This is an optimization exercise on Yosys and OpenROAD, whose aim is small area, not a production implementation. Function was not checked in any run shown here: the RTL went through the layout flow alone. Power figures rest on the tool's default switching activity, not on a simulated workload.

==> flow/design.v <==
module ircore_tx (
    input  wire        clk,
    input  wire        rst,             
    input  wire        enq_valid,       
    input  wire        enq_rc6,         
    input  wire [2:0]  enq_mode,        
    input  wire [7:0]  enq_a,           
    input  wire [7:0]  enq_b,           
    output wire        enq_ready,       
    output wire        tx,              
    output wire        tx_idle          
);
    reg  [19:0] q [0:8];
    wire [8:0]  v;              
    wire [8:0]  fr;             
    wire [8:0]  ld;             
    wire [8:0]  kp;             
    wire        pop;            
    genvar gi;
    generate
        for (gi = 0; gi < 9; gi = gi + 1) begin : g_v
            assign v[gi] = q[gi][19] | q[gi][16];
        end
    endgenerate
    assign fr[8] = ~v[8] | pop;
    assign kp[8] = ~pop & ~rst;
    generate
        for (gi = 0; gi < 8; gi = gi + 1) begin : g_fr
            assign fr[gi] = ~v[gi] | fr[gi + 1];
            assign kp[gi] = ~fr[gi + 1] & ~rst;
        end
    endgenerate
    assign ld = fr & {9{~rst}};
    assign enq_ready = fr[0];
    assign tx_idle   = ~|v;
    wire [19:0] in = {enq_rc6, enq_mode[2:1], ~enq_rc6 | enq_mode[0], enq_a, enq_b};
    always @(posedge clk) begin
        q[0] <= ({20{ld[0] & enq_valid}} & in) | ({20{kp[0]}} & q[0]);
    end
    generate
        for (gi = 1; gi < 9; gi = gi + 1) begin : g_q
            always @(posedge clk) begin
                q[gi] <= ({20{ld[gi]}} & q[gi - 1]) | ({20{kp[gi]}} & q[gi]);
            end
        end
    endgenerate
    wire [19:0] hd  = q[8];
    wire        rc6 = hd[19];
    wire ini = fr[8];
    reg [5:0]  n;               
    reg [1:0]  c;               
    reg [10:0] pre;             
    reg        tg;              
    wire tick = (pre == {5'b00001, rc6, 5'b00110});
    wire [7:0] src = n[4] ? hd[7:0] : hd[15:8];
    wire       sb  = src[~n[2:0]];
    wire [3:0] mt  = {tg, hd[16], hd[17], hd[18]};
    wire       b   = rc6 ? ((n[4:3] == 2'b00) ? (n[2] ? mt[n[1:0]] : 1'b1) : sb)
                         : sb ^ n[3];
    wire       w2  = (n[4:3] == 2'b00) & (n[2] | (n[1] ^ n[0]));
    wire lvl = rc6 ? ((n[4:0] == 5'd1) | (~(n[4] & n[3]) & (b ^ (w2 ? c[1] : c[0]))))
                   : ((n[5] & n[4]) ? ~(n[2] & n[1]) : (c == 2'd0));
    wire cl   = rc6 ? w2 : (n[5] | b);
    wire send = c[0] & (c[1] == cl);
    assign pop = rc6 ? (tick & n[4] & n[3] & n[1] & c[0]) : (n[5] & ~n[4] & c[0]);
    assign tx  = v[8] & lvl;
    always @(posedge clk) begin
        pre <= (ini | tick) ? 11'b01011011001 : {pre[9:0], pre[10] ^ pre[1]};
        if (ini) begin
            n <= q[7][19] ? 6'd1 : 6'd58;
            c <= 2'd0;
        end else if (tick) begin
            if (send) begin
                n <= n + 6'd1;
                c <= 2'd0;
            end else begin
                c <= c + 2'd1;
            end
        end
    end
    always @(posedge clk) begin
        if (rst)
            tg <= 1'b0;
        else if (pop & rc6)
            tg <= ~tg;
    end
endmodule
==> flow/flow/run.sh <==
#!/bin/bash
# The standard layout (standard.sh), with smaller port buffers and a clock
# tree built without dummy balancing loads.
set -euo pipefail
export BUFFER_PORTS_ARGS="-buffer_cell sky130_fd_sc_hd__buf_1"
export CTS_ARGS="-sink_clustering_enable -repair_clock_nets -buf_list sky130_fd_sc_hd__clkbuf_8 -root_buf sky130_fd_sc_hd__clkbuf_4 -sink_clustering_size 21 -sink_clustering_max_diameter 90 -dont_use_dummy_load"
bash standard.sh > standard.log 2>&1
==> flow/standard.sh <==
#!/bin/bash
# synth_recipe.tcl (not shown) runs the flow's synth.tcl, then flattens the netlist and writes it again
# the make line also repeats each setting of config.mk as NAME=value (left out here)
make -C /OpenROAD-flow-scripts/flow DESIGN_CONFIG=/design/flow/config.mk WORK_HOME=/design/flow/orfs CLKGATE_MAP_FILE= SYNTH_SCRIPT=/design/flow/synth_recipe.tcl "${@:-finish}"
==> flow/config.mk <==
export PLATFORM = sky130hd
export DESIGN_NAME = ircore_tx
export DESIGN_NICKNAME = ircore_tx
export VERILOG_FILES = /design/flow/design.v
export SDC_FILE = /design/flow/constraint.sdc
export NUM_CORES = 4
export LEC_CHECK = 0
export CAP_MARGIN = 0
export CORE_MARGIN = 2
export CORE_UTILIZATION = 40
export SLEW_MARGIN = 0
==> flow/constraint.sdc <==
create_clock -name core_clock -period 10.0 [get_ports {clk}]
set_input_delay 2.0000 -clock core_clock [delete_from_list [all_inputs] [get_ports {clk}]]
set_output_delay 2.0000 -clock core_clock [all_outputs]
set_load 0.01 [all_outputs]
==> results of run 1 <==
final cells by class:
cell class	instances	share of cell area, %
inverter	7	0.364
clock buffer	17	3.15
multi-input combinational	298	34.1
tap	220	3.81
sequential	200	56.3
timing repair buffer	34	2.24
cell usage after synthesis, types with 3 or more instances:
cell type,count,share of area (%)
and2_1,9,0.84
edfxtp_1,6,2.7
and3_1,3,0.28
nand3_1,3,0.22
dfxtp_1,194,58
nand2_1,6,0.33
xnor2_1,8,1.0
xor2_1,3,0.39
a22o_1,180,23
a21oi_1,15,1.1
buf_2,27,2.0
nor2_1,20,1.1
nand2b_1,6,0.56
inv_1,7,0.39
clkbuf_1,14,0.78
mux4_2,4,1.3
ha_1,3,0.56
nor3_1,7,0.52
through the flow:
| step | utilization, % | total power, W |
|---|---|---|
| after floorplan | - | 0.000853 |
| after global placement | 42.3 | 0.000863 |
| after detailed placement | 42.3 | 0.000864 |
| after CTS | 43.7 | 0.00123 |
| after global routing | 43.7 | 0.00127 |
| final | 43.7 | 0.00122 |
registers in the layout (all words and copies together), names as in the netlist:
| register | flops |
|---|---|
| pre | 11 |
| n | 6 |
| q | 180 |
| c | 2 |
| tg | 1 |
worst paths after layout:
kind / from / endpoint / cells after the start
max: n[4] / tx / 6
min: pre[2] / pre[3] / 1
max reg2reg: n[4] / n[0] / 6
min reg2reg: pre[2] / pre[3] / 1
critical path, delay by kind of cell, from the launching register on:
kind,cells,cell delay (ns)
buf+inv,1,0.13
compound gates,1,0.16
mux,2,1.15
xor+xnor,1,0.15
flops,1,0.65
simple gates,1,0.07
kinds of logic after synthesis:
family | after synthesis | synth area share (%)
muxes | 7 | 2.27
and+or+nand+nor | 64 | 5.02
adders and majority gates | 3 | 0.557
AOI/OAI and AO/OA | 212 | 26.6
DFF | 200 | 60.3
buffers and inverters | 50 | 3.51
xor gates and xnor gates | 12 | 1.67
power groups by stage:
stage,Combinational [W],Sequential [W],Clock [W]
after global placement,0.0000308,0.000832,0
after CTS,0.0000318,0.000814,0.000385
after floorplan,0.0000230,0.000830,0
after detailed placement,0.0000317,0.000832,0
after global routing,0.0000355,0.000815,0.000419
final,0.0000316,0.000814,0.000373
layer usage:
layer | track usage [%] | wire length [um] | vias up
met3 | 3.88 | 430 | 15
met5 | 0 | 0 | -
met1 | 18.0 | 5620 | 1938
li1 | - | - | 2119
met4 | 4.49 | 170 | 0
met2 | 22.3 | 5370 | 71
==> results.yml, run 1 <==
layout:
  final_cells: 776
  syn_to_final_growth_pct: 7.17
  multi_input_area_um2: 2460
  layout_common_cells: "dfxtp_1, a22o_1, buf_1"
  final_common_cell: "dfxtp_1"
  fill_cells: 1527
  antenna_cells: 0
  drive_gt1_share_pct: 7.37
  seq_area_um2: 4060
  final_area_um2: 7220
  layout.nets: 584
logic_synthesis:
  synth.avg_cell_area_um2: 12.3
  syn_area_um2: 6740
  synth.yosys.seq_area_share_pct: 60.3
  synthFlopType: "dfxtp_1"
  ys_ff_latch: 200
  async_reset_ff_share_pct: 0
  synthDistinctLibCells: 44
  synth-warning-count: 2
  synthCells: 548
  syn-num-nets: 574
  synth_edf_count: 6
critical_path:
  crit_fanout: 12
  worst_path_max_delay_cell: "edfxtp_1"
  endpoint_kind: "output port"
  cpPeakStageDelay_ns: 0.65
  critPathRequiredTime_ns: 8.00
  start_kind: "flip-flop"
  regToRegSetupSlack_ns: 6.59
  arrival_ns: 2.87
  crit_type: "flip-flop to output port"
  path_cells: "mux4_1, mux4_2, xnor2_1, a31oi_1, nand2_1, buf_1"
sta:
  hold_viol: 0
  worstMarginPinSlew_ns: 1.22
  final_max_slew_viol_count: 0
  timing.final.crit_share_pct: 48.7
  hold_ws_ns: 0.430
  maxSlewHeadroom_pct: 18.3
  setup-tns-final_ns: 0
  setup_ws_ns: 5.13
  finalCriticalPeriod_ns: 4.87
  setup_viol: 0
  max_freq_ghz: 0.205
  fin_skew_ns: 0.0344
  rsz0062_at_grt: "false"
die:
  initial_core_util_pct: 40.8
  die_h_um: 134
  die-width_um: 134
  core_area_um2: 16500
  die_area_um2: 17900
  rows: 47
  boundaryPins: 26
power_and_ir_drop:
  p_per_area_nw_per_um2: 169
  leakage_nw: 2.71
  power.switching_w: 0.000252
  vdd_drop_max_mv: 0.116
  p_seq_share_pct: 66.8
  p_int_w: 0.000966
  clockPowerShare_pct: 30.6
  swShare_pct: 20.7
  combPwrFrac_pct: 2.6
place:
  dp_hpwl_um: 8500
  dp_cells: 759
  dp_slack_ns: 5.65
  post_dp_cell_area_um2: 6990
  portBuffers: 25
  gp_congestion: 0.753
routing:
  wl_per_cell_um: 14.9
  routed_wl_um: 11600
  drc: 0
  ant_nets: 0
  first_pass_iters: 4
  drt_iter0_markers: 185
  viasPerCell: 5.34
  vias: 4143
global_routing:
  grt_max_degree: 25
  gr-total-overflow: 0
  grt_pass1_vias: 4002
  antenna_found_initial: 0
  grtUsageTotal_pct: 13.8
  grt_first_pass_wirelength_um: 20100
cts:
  cts_setup_buffers: 0
  cts_tree: "yes"
  cts_buffer_depth: 2
  insertion_delay_ns: 0.59
  clkTransAtPathRegs_ns: 0.07
  cts-hold-fix-buffers: 0
  cts.htree.levels: 4
  root_buffer: "clkbuf_4"
  ctsResizeCount: 0
  clkSinkCount: 200
  cts_inserted_buffers: 17
run:
  max-cap-violations: 0
hold_path:
  hold_path.class: "flip-flop to flip-flop"
outcome:
  status: "complete, no violations"
==> run 2: changes to the inputs <==
==> flow/flow/run.sh (replaced) <==
#!/bin/bash
# The standard layout (standard.sh), with smaller port buffers and a clock
# tree built without dummy balancing loads.
set -euo pipefail
export BUFFER_PORTS_ARGS="-buffer_cell sky130_fd_sc_hd__buf_1"
export CTS_ARGS="-sink_clustering_enable -repair_clock_nets -buf_list sky130_fd_sc_hd__clkbuf_8 -root_buf sky130_fd_sc_hd__clkbuf_4 -sink_clustering_size 20 -sink_clustering_max_diameter 60 -dont_use_dummy_load"
bash standard.sh > standard.log 2>&1
==> results.yml, run 2 <==
cts:
  cts_setup_buffers: 0
  insertion_delay_ns: 0.59
  cts_tree: "yes"
  ctsResizeCount: 0
  cts.htree.levels: 4
  root_buffer: "clkbuf_4"
  cts-hold-fix-buffers: 0
  cts_buffer_depth: 2
  clkSinkCount: 200
  clkTransAtPathRegs_ns: 0.07
  cts_inserted_buffers: 17
sta:
  maxSlewHeadroom_pct: 18.3
  hold_viol: 0
  finalCriticalPeriod_ns: 4.87
  timing.final.crit_share_pct: 48.7
  max_freq_ghz: 0.205
  setup-tns-final_ns: 0
  fin_skew_ns: 0.0344
  rsz0062_at_grt: "false"
  final_max_slew_viol_count: 0
  worstMarginPinSlew_ns: 1.22
  setup_viol: 0
global_routing:
  grt_max_degree: 25
  grtUsageTotal_pct: 13.8
  grtUsageMet3_pct: 3.88
  met1_usage_pct: 18.0
  antenna_found_initial: 0
  grt_first_pass_wirelength_um: 20100
  gr-total-overflow: 0
  grt_pass1_vias: 4002
  use_met2_pct: 22.3
  grt_most_used_layer: "met2"
logic_synthesis:
  synthFlopType: "dfxtp_1"
  ys_ff_latch: 200
  synthCells: 548
  synth_area_leaders: "dfxtp_1, a22o_1, edfxtp_1"
  yosysMostFrequentCell: "dfxtp_1"
  synth_top_area_share_pct: 57.7
  async_reset_ff_share_pct: 0
  synth.yosys.seq_area_share_pct: 60.3
  synth_edf_count: 6
  synthDistinctLibCells: 44
  syn_area_um2: 6740
  yosysTopAreaCell: "dfxtp_1"
  synth-warning-count: 2
  synthTopCellsByCount: "dfxtp_1, a22o_1, buf_2, nor2_1, a21oi_1"
  synth.avg_cell_area_um2: 12.3
  syn-num-nets: 574
layout:
  multi_input_area_um2: 2460
  largest_reg_flops: 180
  final_common_cell: "dfxtp_1"
  reg.largest.list: "q (180), pre (11), n (6)"
  final_area_um2: 7220
  layout_common_cells: "dfxtp_1, a22o_1, buf_1"
  drive_gt1_share_pct: 7.37
  layout.nets: 584
  antenna_cells: 0
  seq_area_um2: 4060
  syn_to_final_growth_pct: 7.17
  top_register: "q"
  fill_cells: 1527
  final_util_pct: 43.7
critical_path:
  endpoint_kind: "output port"
  crit_fanout: 12
  crit_type: "flip-flop to output port"
  critPathRequiredTime_ns: 8.00
  start_kind: "flip-flop"
  arrival_ns: 2.87
routing:
  viasPerCell: 5.34
  ant_nets: 0
  routed_wl_um: 11600
  drt_iter0_markers: 185
  vias: 4143
  first_pass_iters: 4
  wl_per_cell_um: 14.9
  drc: 0
place:
  gp_congestion: 0.753
  dp_hpwl_um: 8500
  portBuffers: 25
  post_dp_cell_area_um2: 6990
power_and_ir_drop:
  leakage_nw: 2.71
  vdd_drop_max_mv: 0.116
  p_per_area_nw_per_um2: 169
die:
  rows: 47
  die_area_um2: 17900
  core_area_um2: 16500
  initial_core_util_pct: 40.8
  die_h_um: 134
  boundaryPins: 26
  die-width_um: 134
hold_path:
  hold_path.class: "flip-flop to flip-flop"
run:
  max-cap-violations: 0
outcome:
  status: "complete, no violations"
[run 2: cell counts after synthesis]
No cell type changed its count.
[run 2: worst max-delay path: stages, from the launching register on]
cell      delay (ns)
edfxtp_1        0.65
mux4_1          0.63
mux4_2          0.52
xnor2_1         0.15
a31oi_1         0.16
nand2_1         0.07
buf_1           0.13
[run 2: final timing paths]
path | start | slack (ns) | to | cells past startpoint
min reg2reg | pre[2] | 0.43 | pre[3] | 1
min | pre[2] | 0.43 | pre[3] | 1
max reg2reg | n[4] | 6.59 | n[0] | 6
max | n[4] | 5.13 | tx | 6
[run 2: cell type report]
cell class	instances	share of cell area, %
timing repair buffer	34	2.24
sequential	200	56.3
tap	220	3.81
clock buffer	17	3.15
inverter	7	0.364
multi-input combinational	298	34.1
[run 2: power breakdown]
part           switching (W)  leakage (nW)  internal (W)
sequential        0.00000564          1.63      0.000808
combinational      0.0000184         0.966     0.0000131
clock               0.000228         0.120      0.000145
total               0.000252          2.71      0.000966
[run 2: per-stage QoR]
stage	std cells	power, W	hold slack [ns]	worst slack, ns
finish	776	0.00122	0.430	5.13
global route	776	0.00127	0.453	4.96
CTS	776	0.00123	0.433	5.09
detailed placement	759	0.000864	0.421	5.65
global placement	759	0.000863	0.411	5.72
floorplan	548	0.000853	0.402	6.07
[run 2: kinds of logic (layout without fill, tap and decap cells)]
kind of cell    count (synthesis)  in the layout  share of synthesized area, %
xor+xnor                       12             12                          1.67
compound gates                212            212                          26.6
simple gates                   64             64                          5.02
buf+inv                        50             58                          3.51
mux                             7              7                          2.27
flops                         200            200                          60.3
fa+ha+maj                       3              3                         0.557
[run 2: routing by layer]
| layer | up-vias | share of wire [%] |
|---|---|---|
| met5 | - | 0 |
| met4 | 0 | 1.5 |
| met3 | 15 | 3.7 |
| met2 | 71 | 46 |
| met1 | 1938 | 49 |
| li1 | 2119 | - |
==> run 3: changes to the inputs <==
==> flow/flow/run.sh (replaced) <==
#!/bin/bash
# The standard layout (standard.sh), with smaller port buffers and a clock
# tree built without dummy balancing loads.
set -euo pipefail
export BUFFER_PORTS_ARGS="-buffer_cell sky130_fd_sc_hd__buf_1"
export CTS_ARGS="-sink_clustering_enable -repair_clock_nets -buf_list sky130_fd_sc_hd__clkbuf_8 -root_buf sky130_fd_sc_hd__clkbuf_4 -dont_use_dummy_load"
bash standard.sh > standard.log 2>&1
==> results.yml, run 3 <==
critical_path:
  endpoint_kind: "output port"
  crit_type: "flip-flop to output port"
  path_depth: 6
  path_cells: "mux4_1, mux4_2, xnor2_1, a31oi_1, nand2_1, buf_1"
  cp_num_buf_inv: 1
  startpoint: "n[4]"
  arrival_ns: 2.87
  start_kind: "flip-flop"
  critPathTopFamily: "multiplexers"
  reg2reg_depth: 6
  worst_path_max_delay_cell: "edfxtp_1"
  critPathRequiredTime_ns: 8.00
  reg2reg_from: "n[4]"
  regToRegSetupSlack_ns: 6.59
  crit_fanout: 12
  cpPeakStageDelay_ns: 0.65
sta:
  setup_viol: 0
  rsz0062_at_grt: "false"
  final_max_slew_viol_count: 0
  hold_ws_ns: 0.430
  fin_skew_ns: 0.0344
  hold_viol: 0
  finalCriticalPeriod_ns: 4.87
  worstMarginPinSlew_ns: 1.22
  setup-tns-final_ns: 0
  timing.final.crit_share_pct: 48.7
  max_freq_ghz: 0.205
  maxSlewHeadroom_pct: 18.3
logic_synthesis:
  syn-num-nets: 574
  synthTopCellsByCount: "dfxtp_1, a22o_1, buf_2, nor2_1, a21oi_1"
  synth_area_leaders: "dfxtp_1, a22o_1, edfxtp_1"
  synth.yosys.seq_area_share_pct: 60.3
  yosysMostFrequentCell: "dfxtp_1"
  ys_ff_latch: 200
  async_reset_ff_share_pct: 0
  yosysTopAreaCell: "dfxtp_1"
  synthFlopType: "dfxtp_1"
  synthDistinctLibCells: 44
  synth.avg_cell_area_um2: 12.3
  synthCells: 548
  synth_edf_count: 6
  syn_area_um2: 6740
  synth-warning-count: 2
  synth_top_area_share_pct: 57.7
die:
  die-width_um: 134
  die_h_um: 134
  core_area_um2: 16500
  initial_core_util_pct: 40.8
  die_area_um2: 17900
  boundaryPins: 26
  rows: 47
power_and_ir_drop:
  leakage_nw: 2.71
  combPwrFrac_pct: 2.6
  clockPowerShare_pct: 30.6
  power.switching_w: 0.000252
  vdd_drop_max_mv: 0.116
  p_per_area_nw_per_um2: 169
  swShare_pct: 20.7
  p_int_w: 0.000966
  p_seq_share_pct: 66.8
cts:
  ctsResizeCount: 0
  cts_setup_buffers: 0
  cts_buffer_depth: 2
  insertion_delay_ns: 0.59
  root_buffer: "clkbuf_4"
  cts_tree: "yes"
  cts_inserted_buffers: 17
  clkSinkCount: 200
  clkTransAtPathRegs_ns: 0.07
  cts.htree.levels: 4
  cts-hold-fix-buffers: 0
outcome:
  status: "complete, no violations"
layout:
  reg.largest.list: "q (180), pre (11), n (6)"
  drive_gt1_share_pct: 7.37
  largest_reg_flops: 180
  antenna_cells: 0
  top_register: "q"
  final_util_pct: 43.7
  layout.nets: 584
  final_common_cell: "dfxtp_1"
  layout_common_cells: "dfxtp_1, a22o_1, buf_1"
  syn_to_final_growth_pct: 7.17
global_routing:
  gr-total-overflow: 0
  grt_max_degree: 25
  grt_pass1_vias: 4002
  grtUsageTotal_pct: 13.8
  antenna_found_initial: 0
  grt_first_pass_wirelength_um: 20100
hold_path:
  hp-start: "pre[2]"
  hold_path.class: "flip-flop to flip-flop"
  min_delay_path_depth: 1
place:
  gp_congestion: 0.753
  portBuffers: 25
  dp_hpwl_um: 8500
routing:
  viasPerCell: 5.34
  routed_wl_um: 11600
  drc: 0
  wl_per_cell_um: 14.9
  first_pass_iters: 4
  vias: 4143
  drt_iter0_markers: 185
  ant_nets: 0
run:
  max-cap-violations: 0
[run 3: cell counts in the layout (fill, tap and decap cells not counted)]
No cell type changed its count.
[run 3: cell type report]
class | instances | area (um^2)
inverter | 7 | 26.3
clock buffer | 17 | 228
tap | 220 | 275
fill | 1527 | 9310
sequential | 200 | 4060
timing repair buffer | 34 | 161
multi-input combinational | 298 | 2460
[run 3: kinds of logic after synthesis]
family,after synthesis,synth area share (%)
AND/OR/NAND/NOR,64,5.02
buffers and inverters,50,3.51
multiplexers,7,2.27
adder cells (fa/ha/maj),3,0.557
flip-flops,200,60.3
AO/OA/AOI/OAI,212,26.6
XOR/XNOR,12,1.67
[run 3: power by group through the flow]
stage	Clock [W]	Combinational [W]	Sequential, W
finish	0.000373	0.0000316	0.000814
global route	0.000419	0.0000355	0.000815
CTS	0.000385	0.0000318	0.000814
detailed placement	0	0.0000317	0.000832
global placement	0	0.0000308	0.000832
floorplan	0	0.0000230	0.000830
[run 3: layer usage]
layer	wire, um	global-route usage (%)	vias to the layer above
met1	5620	18.0	1938
met2	5370	22.3	71
li1	-	-	2119
met4	170	4.49	0
met5	0	0	-
met3	430	3.88	15
[run 3: final timing paths]
| check | endpoint |
|---|---|
| max | tx |
| min | pre[3] |
| max reg2reg | n[0] |
| min reg2reg | pre[3] |
[run 3: stage by stage]
step	cell area [um^2]	std cells	power (W)	setup WS [ns]
3_3_place_gp	6990	759	0.000863	5.72
3_5_place_dp	6990	759	0.000864	5.65
6_report	7220	776	0.00122	5.13
2_1_floorplan	6740	548	0.000853	6.07
5_1_grt	7220	776	0.00127	4.96
4_1_cts	7220	776	0.00123	5.09

what the ideal ports hide:
How much do the figures lean on ideal ports? The routed layouts below were timed once more, with nothing changed but the port constraints.
Step 1, drivers: a clkbuf_16 drives clk and a buf_2 each remaining input, both assumed.
Step 2 moves the port delays by t, midway between the first and last clock arrival at a register: inputs arrive t later, outputs are due t later. That takes back most of the time a late clock gives input paths.
Three values: ideal, step 1, step 2; two values: the first two.
run	shift t [ns]	setup slack, ns	hold WS [ns]
run 1	0.613	5.130 / 5.095 / 5.690	0.430 / 0.430 / 0.430
run 2	0.613	5.130 / 5.095 / 5.690	0.430 / 0.430 / 0.430
run 3	0.613	5.130 / 5.095 / 5.690	0.430 / 0.430 / 0.430
After both steps setup and hold are still met in every run listed.
